This is an optimization exercise on Yosys and OpenROAD, whose aim is small area, not a production implementation.
RTL that was checked went through simulation tests only; none was proved equivalent to the original.
Power and IR drop assume default switching activity.

Setup of v13:
==> flow/design.v (excerpt) <==
module sp8_core (
    input  wire        clk,
    input  wire        rst,
    output reg  [15:0] bus_addr,
    output wire [7:0]  bus_wdata,
    output wire        mem_we,
    output wire        disp_we,
    output wire        io_we,
    input  wire [7:0]  mem_rdata,
    output wire        retire,
    output reg  [2:0]  cost,
    output wire        halted,
    output wire        faulted,
    output wire [7:0]  fault_op,
    output wire [15:0] pc,
    output wire [7:0]  sp,
    output wire [7:0]  a,
    output wire [7:0]  x,
    output wire [7:0]  y,
    output wire [7:0]  p
);
    localparam [4:0] S_V0  = 5'b00_000, S_V   = 5'b00_001,
                     S_ST2 = 5'b00_010, S_ST3 = 5'b00_011,
                     S_SH1 = 5'b00_100, S_SH  = 5'b00_101,
                     S_SF1 = 5'b00_110, S_SF  = 5'b00_111,
                     S_LDI = 5'b10_000, S_ADC = 5'b10_001, S_CMP = 5'b10_010, S_SBC = 5'b10_011,
                     S_LDZ = 5'b10_100, S_STZ = 5'b10_101, S_INC = 5'b10_110, S_BNE = 5'b10_111,
                     S_D0  = 5'b11_000, S_DB  = 5'b11_001, S_D2  = 5'b11_010, S_D3 = 5'b11_011,
                     S_D4  = 5'b11_100, S_D5  = 5'b11_101;
    reg [2:0]  ph;
    reg [4:0]  st;
    reg        rp;
    reg [7:0]  t, ar;
    reg [15:0] pcr;
    reg        cp;
    reg        fc, fz, fv, fn;
    wire [1:0] q  = ph[1:0];
    wire       q0 = (q == 2'd0);
    wire       q3 = (q == 2'd3);
    wire       p0 = (ph == 3'd0);
    wire       p7 = (ph == 3'd7);
    wire g0 = (st[4:3] == 2'b00);
    wire g2 = (st[4:3] == 2'b10);
    wire g3 = (st[4:3] == 2'b11);
    assign sp = 8'hFF;
    assign x  = 8'h00;
    assign y  = 8'h00;
    assign p  = {fn, fv, 1'b1, 1'b0, 1'b0, 1'b0, fz, fc};
    assign a  = ar;
    assign pc = pcr;
    assign retire   = p0 && ((g3 && st[2:0] != 3'b000) || (g0 && st[2] && !st[0]));
    assign halted   = g0 && st[2] && !st[1];
    assign faulted  = g0 && st[2] && st[1];
    assign fault_op = t;
    always @(*) begin
        if (st[2:0] == 3'b001) cost = fz ? 3'd2 : 3'd3;
        else cost = st[2:0];
    end
    reg [4:0] dnx;
    always @(*) begin
        case (t)
            8'hA9: dnx = S_LDI;
            8'hA5: dnx = S_LDZ;
            8'h85: dnx = S_STZ;
  ...
Settings: LEC_CHECK=0, CAP_MARGIN=20, CORE_MARGIN=2, CORE_UTILIZATION=40, PLACE_DENSITY=0.6, SLEW_MARGIN=20; clock period 5.0 ns.
standard.sh (not shown) runs the stock make flow with config.mk's settings and CLKGATE_MAP_FILE= SYNTH_SCRIPT=/design/flow/synth_recipe.tcl, a recipe that flattens the netlist after the stock synthesis.
==> flow/flow/run.sh <==
#!/bin/bash
# Own layout flow: the standard layout (standard.sh) with two changes:
#  - synthesis maps the logic with an area-oriented ABC script (flow/abc_area.script),
#  - the port buffers that placement inserts on every input and output are buf_1 cells.
# Everything else (floorplan, power grid, taps, placement, CTS, routing) is the standard flow.
set -euo pipefail
here=$(pwd)
sed "s#SYNTH_SCRIPT=[^ ]*#SYNTH_SCRIPT=$here/flow/my_synth.tcl#" standard.sh > my_standard.sh
grep -q "SYNTH_SCRIPT=$here/flow/my_synth.tcl" my_standard.sh
export MY_ABC_SCRIPT=$here/flow/abc_area.script
export BUFFER_PORTS_ARGS="-buffer_cell sky130_fd_sc_hd__buf_1"
bash my_standard.sh > "$here/flow_make.log" 2>&1 || { tail -50 "$here/flow_make.log"; exit 1; }
tail -5 "$here/flow_make.log"
==> flow/flow/abc_area.script <==
strash
dch
amap
topo
==> flow/flow/my_synth.tcl <==
# The standard flow's synthesis (synth_recipe.tcl) with one change: ABC maps the logic with
# the area-oriented script in flow/abc_area.script instead of ORFS's speed script.
proc synth {args} { yosys synth -nofsm -noshare {*}$args }
proc abc {args} {
  set i [lsearch -exact $args -script]
  if { $i >= 0 } { lset args [expr { $i + 1 }] $::env(MY_ABC_SCRIPT) }
  yosys abc {*}$args
}
source $::env(SCRIPTS_DIR)/synth.tcl
# left out here: clear keep_hierarchy, flatten, clean up, hide names made inside functions, write 1_2_yosys.v
## Diff of input files: v9 against v13
-- flow/flow/run.sh --
<<< v13, line 11
export BUFFER_PORTS_ARGS="-buffer_cell sky130_fd_sc_hd__buf_1"
bash my_standard.sh > "$here/flow_make.log" 2>&1 || { tail -50 "$here/flow_make.log"; exit 1; }
>>> v9, line 11
export BUFFER_PORTS_ARGS="-buffer_cell sky130_fd_sc_hd__buf_1"
export SKIP_REPAIR_TIE_FANOUT=1
bash my_standard.sh > "$here/flow_make.log" 2>&1 || { tail -50 "$here/flow_make.log"; exit 1; }
==> comparison <==
- For v13 and v9, there was not a single run that failed to finish clean.
- v9: filler cell count in the final layout higher than v13
- Lower global-route usage goes to v13 over v9.
- v9 against v13: number of cells upsized or downsized after cts roughly the same, cell count lower.
Changes in v49 relative to v9:
-- flow/flow/run.sh --
<<< v9, line 12
export SKIP_REPAIR_TIE_FANOUT=1
bash my_standard.sh > "$here/flow_make.log" 2>&1 || { tail -50 "$here/flow_make.log"; exit 1; }
>>> v49, line 12
export SKIP_REPAIR_TIE_FANOUT=1
export CTS_ARGS="-sink_clustering_enable -repair_clock_nets -dont_use_dummy_load -buf_list {sky130_fd_sc_hd__clkbuf_4 sky130_fd_sc_hd__clkbuf_8} -sink_clustering_size 12"
bash my_standard.sh > "$here/flow_make.log" 2>&1 || { tail -50 "$here/flow_make.log"; exit 1; }
==> comparison <==
Setup slack delta (v49 − v9): favourable
v49 — clock network contribution to total cell area 1.2 points lower, v9 as reference
Sequential share of layout area on v49 is up relative to v9.
v49: total power draw is about 2.4% lower than what v9 reported.
Compared with v9, v49 shows final critical-path required period lower by 0.050 ns.
What v34 does differently from v49 at the input level:
-- flow/flow/run.sh --
<<< v49, line 12
export SKIP_REPAIR_TIE_FANOUT=1
export CTS_ARGS="-sink_clustering_enable -repair_clock_nets -dont_use_dummy_load -buf_list {sky130_fd_sc_hd__clkbuf_4 sky130_fd_sc_hd__clkbuf_8} -sink_clustering_size 12"
bash my_standard.sh > "$here/flow_make.log" 2>&1 || { tail -50 "$here/flow_make.log"; exit 1; }
>>> v34, line 12
export SKIP_REPAIR_TIE_FANOUT=1
export CTS_ARGS="-sink_clustering_enable -repair_clock_nets -dont_use_dummy_load"
bash my_standard.sh > "$here/flow_make.log" 2>&1 || { tail -50 "$here/flow_make.log"; exit 1; }
Results
Between v34 and v49, the remaining routing DRC violations does not differ in any meaningful way. Between v34 and v49, the final worst hold slack figures differ only marginally. The setup slack was comparable across v34 and v49. In terms of share of power burned in combinational logic, v49 and v34 differ only marginally. The part of the power in the clock network on v49 is in line with that on v34. On critical path depth, v34 and v49 are basically level. v49 -> v34: number of antenna repair diodes delta 0, exact match. v34 vs. v49: amount of wire on met3 after detailed routing barely changed; total number of vias barely changed.
Function was not checked in any run of this note: the RTL went through the layout flow alone.


sp8_core, a different RTL version from the one above (not shown whole).
For scale: about 330 cells after synthesis.
clock: 5.0 ns
lec_check: 0
cap_margin: 20
core_margin: 2
core_utilization: 40
place_density: 0.6
slew_margin: 20
==> flow/flow/run.sh <==
#!/bin/bash
# Own layout flow: the standard layout (standard.sh) with two changes:
#  - synthesis maps the logic with an area-oriented ABC script (flow/abc_area.script),
#  - the port buffers that placement inserts on every input and output are buf_1 cells.
# Everything else (floorplan, power grid, taps, placement, CTS, routing) is the standard flow.
set -euo pipefail
here=$(pwd)
sed "s#SYNTH_SCRIPT=[^ ]*#SYNTH_SCRIPT=$here/flow/my_synth.tcl#" standard.sh > my_standard.sh
grep -q "SYNTH_SCRIPT=$here/flow/my_synth.tcl" my_standard.sh
export MY_ABC_SCRIPT=$here/flow/abc_area.script
export BUFFER_PORTS_ARGS="-buffer_cell sky130_fd_sc_hd__buf_1"
bash my_standard.sh > "$here/flow_make.log" 2>&1 || { tail -50 "$here/flow_make.log"; exit 1; }
tail -5 "$here/flow_make.log"
Scripts as last shown in full above: flow/flow/abc_area.script, flow/flow/my_synth.tcl
Rerun with:
==> flow/run.sh (new file) <==
#!/bin/bash
# synth_recipe.tcl (not shown) runs the flow's synth.tcl, then flattens the netlist and writes it again
# the make line also repeats each setting of config.mk as NAME=value (left out here)
make -C /OpenROAD-flow-scripts/flow DESIGN_CONFIG=/design/flow/config.mk WORK_HOME=/design/flow/orfs CLKGATE_MAP_FILE= SYNTH_SCRIPT=/design/flow/synth_recipe.tcl finish
removed: flow/flow/run.sh
removed: flow/flow/abc_area.script
removed: flow/flow/my_synth.tcl
removed: flow/standard.sh
What happened:
- fmax drops by 5.4%
- worst setup slack got worse by 0.25 ns
- wire length climbs by 13%
- sequential power drops by about 3%
- power climbs by 8.7%
- register-to-register slack improved by 0.06 ns
- first-iteration DRC count climbs by 24%


The RTL this note starts from:
==> flow/design.v <==
module sp8_core (
    input  wire        clk,
    input  wire        rst,
    output reg  [15:0] bus_addr,
    output wire [7:0]  bus_wdata,
    output wire        mem_we,
    output wire        disp_we,
    output wire        io_we,
    input  wire [7:0]  mem_rdata,
    output wire        retire,
    output reg  [2:0]  cost,
    output wire        halted,
    output wire        faulted,
    output wire [7:0]  fault_op,
    output wire [15:0] pc,
    output wire [7:0]  sp,
    output wire [7:0]  a,
    output wire [7:0]  x,
    output wire [7:0]  y,
    output wire [7:0]  p
);
    localparam [4:0] S_V0  = 5'b00_000, S_V   = 5'b00_001,
                     S_ST2 = 5'b00_010, S_ST3 = 5'b00_011,
                     S_SH1 = 5'b00_100, S_SH  = 5'b00_101,
                     S_SF1 = 5'b00_110, S_SF  = 5'b00_111,
                     S_DSTA = 5'b01_000, S_DSEC = 5'b01_001, S_DNONE = 5'b01_010,
                     S_STZ = 5'b10_000, S_LDZ = 5'b10_001, S_BNE = 5'b10_010, S_INC = 5'b10_011,
                     S_LDI = 5'b10_100, S_ADC = 5'b10_101, S_CMP = 5'b10_110, S_SBC = 5'b10_111;
    reg [2:0]  ph;
    reg [4:0]  st;
    reg        rp;
    reg [7:0]  t, ar;
    reg [15:0] pcr;
    reg        cp;
    reg        fc, fz, fv, fn;
    wire [1:0] q  = ph[1:0];
    wire       q0 = (q == 2'd0);
    wire       q3 = (q == 2'd3);
    wire       p0 = (ph == 3'd0);
    wire       p7 = (ph == 3'd7);
    wire g0 = (st[4:3] == 2'b00);
    wire g2 = (st[4:3] == 2'b10);
    wire g3 = (st[4:3] == 2'b11);
    assign sp = 8'hFF;
    assign x  = 8'h00;
    assign y  = 8'h00;
    assign p  = {fn, fv, 1'b1, 1'b0, 1'b0, 1'b0, fz, fc};
    assign a  = ar;
    assign pc = pcr;
    wire ds = st[3];                                 
    assign retire   = p0 && ((ds && st != S_DNONE) || (g0 && st[2] && !st[0]));
    assign halted   = g0 && st[2] && !st[1];
    assign faulted  = g0 && st[2] && st[1];
    assign fault_op = t;
    always @(*) begin
        if (!st[4]) cost = st[0] ? 3'd2 : 3'd4;      
        else case (st[2:0])
            3'b000, 3'b001: cost = 3'd3;
            3'b010:         cost = fz ? 3'd2 : 3'd3;
            3'b011:         cost = 3'd5;
            default:        cost = 3'd2;
        endcase
    end
    wire d_alu = (t[3:0] == 4'h9) && !t[4] &&
                 ((t[7] & t[6]) | (t[7] & t[5]) | (t[6] & t[5]));    
    wire d_zp5 = (t[3:0] == 4'h5) && t[7] && !t[6] && !t[4];         
    wire d_two = d_alu || d_zp5 || (t == 8'hE6) || (t == 8'hD0);
    wire d_sec = (t == 8'h38);
    wire [2:0] d_c = {t[3], t[6] & (t[7] | !t[3]), t[5] & (t[6] | !t[3])};
    wire [4:0] dnx = d_two ? {2'b10, d_c} : (t == 8'h8D) ? S_ST2 : d_sec ? S_DSEC :
                     (t == 8'hFF) ? S_SH1 : S_SF1;
    reg [1:0] sb;
    always @(*) begin
        case (q)
            2'd0: sb = mem_rdata[1:0];
            2'd1: sb = t[3:2];
            2'd2: sb = t[5:4];
            default: sb = t[7:6];
        endcase
    end
    wire alu_s = g2 && st[2];                        
    wire ldz_s = (st == S_LDZ);
    wire zw    = g2 && !st[2] && st[0];              
    wire win   = (alu_s && !ph[2]) || (zw && ph[2]);         
    wire aw    = (alu_s && !ph[2]) || (ldz_s && ph[2]);      
    wire       ua  = st[0] || st[1];
    wire       inv = st[1];
    wire       cmp = st[1] && !st[0];
    wire       au  = st[2] && ua;
    wire [1:0] ax  = au ? ar[1:0] : 2'b00;
    wire [1:0] bx  = (st[2] && inv) ? ~sb : sb;
    wire       ci  = au && (q0 ? (cmp || fc) : fc);
    wire       s0  = ax[0] ^ bx[0] ^ ci;
    wire       c1  = (ax[0] & bx[0]) | (ci & (ax[0] ^ bx[0]));
    wire       s1  = ax[1] ^ bx[1] ^ c1;
    wire       c2  = (ax[1] & bx[1]) | (c1 & (ax[1] ^ bx[1]));
    wire       vl  = (st == S_V);
    wire       tk  = (st == S_BNE) && !fz;
    wire [1:0] pb  = vl ? sb : tk ? (ph[2] ? {t[7], t[7]} : sb) : 2'b00;
    wire       pin = st[4] || st[3] || (st == S_ST2) || (st == S_ST3);
    wire       pci = p0 ? pin : cp;
    wire [1:0] pa  = vl ? 2'b00 : pcr[1:0];
    wire [2:0] psum = {1'b0, pa} + {1'b0, pb} + {2'b00, pci};
    wire [7:0] incv = mem_rdata + 8'd1;
    assign bus_wdata = (st == S_INC) ? incv : ar;
    wire zsel = g2 && !st[2] && !ph[2];              
    wire asel = (st == S_ST3) && !ph[2];             
    wire vsel = (st == S_V0) || (vl && !ph[2]);      
    wire ast  = (st == S_ST3) && p0;
    wire stv  = ast && (mem_rdata[7:4] != 4'h4) && (mem_rdata[7:4] != 4'h5);
    assign mem_we  = ((st == S_STZ) && (ph == 3'd1)) || ((st == S_INC) && (ph == 3'd2)) || stv;
    assign disp_we = ast && (mem_rdata[7:4] == 4'h4);
    assign io_we   = ast && (mem_rdata[7:4] == 4'h5);
    always @(*) begin
        bus_addr = {psum[1:0], pcr[15:2]};           
        if (vsel) bus_addr = {14'h3FFF, 1'b0, vl};
        if (zsel) bus_addr = {8'h00, t};
        if (asel) bus_addr = {mem_rdata, t};
    end
    wire rs = rst || rp;
    wire hold_off = aw && !q3;
    always @(posedge clk) begin
        pcr <= {psum[1:0], pcr[15:2]};
        cp  <= psum[2];
        if (q0 && (!ph[2] || vl || zw)) t <= mem_rdata;
        if (aw) ar <= {cmp ? ar[1:0] : {s1, s0}, ar[7:2]};
        if (rs && !hold_off) begin
            st <= S_V0; ph <= 3'd7; rp <= 1'b0;
            fc <= 1'b0; fz <= 1'b0; fv <= 1'b0; fn <= 1'b0;
        end else begin
            if (rs) rp <= 1'b1;
            ph <= ph + 3'd1;
            if (win) begin
                if (au) fc <= c2;
                if (q3 && alu_s && st[0]) fv <= c1 ^ c2;      
                fz <= (q0 ? 1'b1 : fz) & !s0 & !s1;
                fn <= s1;
            end
            if (p7) begin
                if (ds) begin
                    st <= dnx;
                    if (d_sec) fc <= 1'b1;
                end else if (g2) begin
                    st[3] <= 1'b1;
                end else begin
                    case (st[2:0])
                        3'b000: st <= S_V;
                        3'b001: st <= S_DNONE;
                        3'b010: st <= S_ST3;
                        3'b011: st <= S_DSTA;
                        3'b100: st <= S_SH;
                        3'b110: st <= S_SF;
                        default: ;
                    endcase
                end
            end
        end
    end
endmodule
Settings: LEC_CHECK=0, CAP_MARGIN=20, CORE_MARGIN=2, CORE_UTILIZATION=40, PLACE_DENSITY=0.6, SLEW_MARGIN=20; clock period 5.0 ns.
==> flow/flow/run.sh <==
#!/bin/bash
# Own layout flow: the standard layout (standard.sh) with two changes:
#  - synthesis maps the logic with an area-oriented ABC script (flow/abc_area.script),
#  - the port buffers that placement inserts on every input and output are buf_1 cells.
# Everything else (floorplan, power grid, taps, placement, CTS, routing) is the standard flow.
set -euo pipefail
here=$(pwd)
sed "s#SYNTH_SCRIPT=[^ ]*#SYNTH_SCRIPT=$here/flow/my_synth.tcl#" standard.sh > my_standard.sh
grep -q "SYNTH_SCRIPT=$here/flow/my_synth.tcl" my_standard.sh
export MY_ABC_SCRIPT=$here/flow/abc_area.script
export BUFFER_PORTS_ARGS="-buffer_cell sky130_fd_sc_hd__buf_1"
export SKIP_REPAIR_TIE_FANOUT=1
export CTS_ARGS="-sink_clustering_enable -repair_clock_nets -dont_use_dummy_load"
bash my_standard.sh > "$here/flow_make.log" 2>&1 || { tail -50 "$here/flow_make.log"; exit 1; }
tail -5 "$here/flow_make.log"
==> flow/flow/abc_area.script <==
strash
balance
rewrite
refactor
balance
rewrite
rewrite -z
balance
refactor -z
rewrite -z
balance
balance
rewrite
refactor
balance
rewrite
rewrite -z
balance
refactor -z
rewrite -z
balance
balance
rewrite
refactor
balance
rewrite
rewrite -z
balance
refactor -z
rewrite -z
balance
dch -f
amap
topo
==> flow/flow/my_synth.tcl <==
# The standard flow's synthesis (synth_recipe.tcl) with one change: ABC maps the logic with
# the area-oriented script in flow/abc_area.script instead of ORFS's speed script.
proc synth {args} { yosys synth -nofsm -noshare {*}$args }
proc abc {args} {
  set i [lsearch -exact $args -script]
  if { $i >= 0 } { lset args [expr { $i + 1 }] $::env(MY_ABC_SCRIPT) }
  yosys abc {*}$args
}
source $::env(SCRIPTS_DIR)/synth.tcl
# left out here: clear keep_hierarchy, flatten, clean up, hide names made inside functions, write 1_2_yosys.v
Edit:
==> flow/flow/abc_area.script (replaced) <==
strash
&get -n
&deepsyn -J 1000 -T 3000
&put
dch -f
amap
topo
Effect:
- synthesized cell count fell by 4.1%
- non-clock buffer count stays the same
- cell count is lower by about 3%
- setup slack is worse by 0.14 ns
- routed wire length drops by about 5%
- clock skew is lower by 0.011 ns

## port drivers added, routing unchanged
In the flow no input, the clock included, has a driving cell. The finished layouts below were timed again as built, in two steps. Step 1: set_driving_cell puts a clkbuf_16 on clk and a buf_2 on each other input, an assumption about the parent block. Step 2 moves the port delays by t, midway between the first and last clock arrival at a register: inputs arrive t later, outputs are due t later. That takes back most of the time a late clock gives input paths. Slacks: ideal ports / drivers / drivers and shift; pairs: ideal ports / drivers.
run	t (ns)	setup slack, ns	worst data-port slew with drivers (ns)	cell pins on the clock port's net
v13	0.325	0.488 / 0.458 / 0.771	0.04	1
v9	0.330	0.462 / 0.432 / 0.704	0.04	1
v49	0.324	0.512 / 0.483 / 0.719	0.04	1
v34	0.324	0.512 / 0.483 / 0.719	0.04	1
the first run of note 2	0.344	0.637 / 0.618 / 0.618	0.04	1
the second run of note 2	0.335	0.389 / 0.357 / 0.357	0.04	1
the first run of note 3	0.323	0.730 / 0.699 / 0.805	0.03	1
the second run of note 3	0.324	0.593 / 0.565 / 0.671	0.03	1
After both steps every run listed still meets setup and hold. The setup slack of the second run of note 2, which loses most, moves by -0.032 ns with the drivers and by -0.032 ns with both steps.
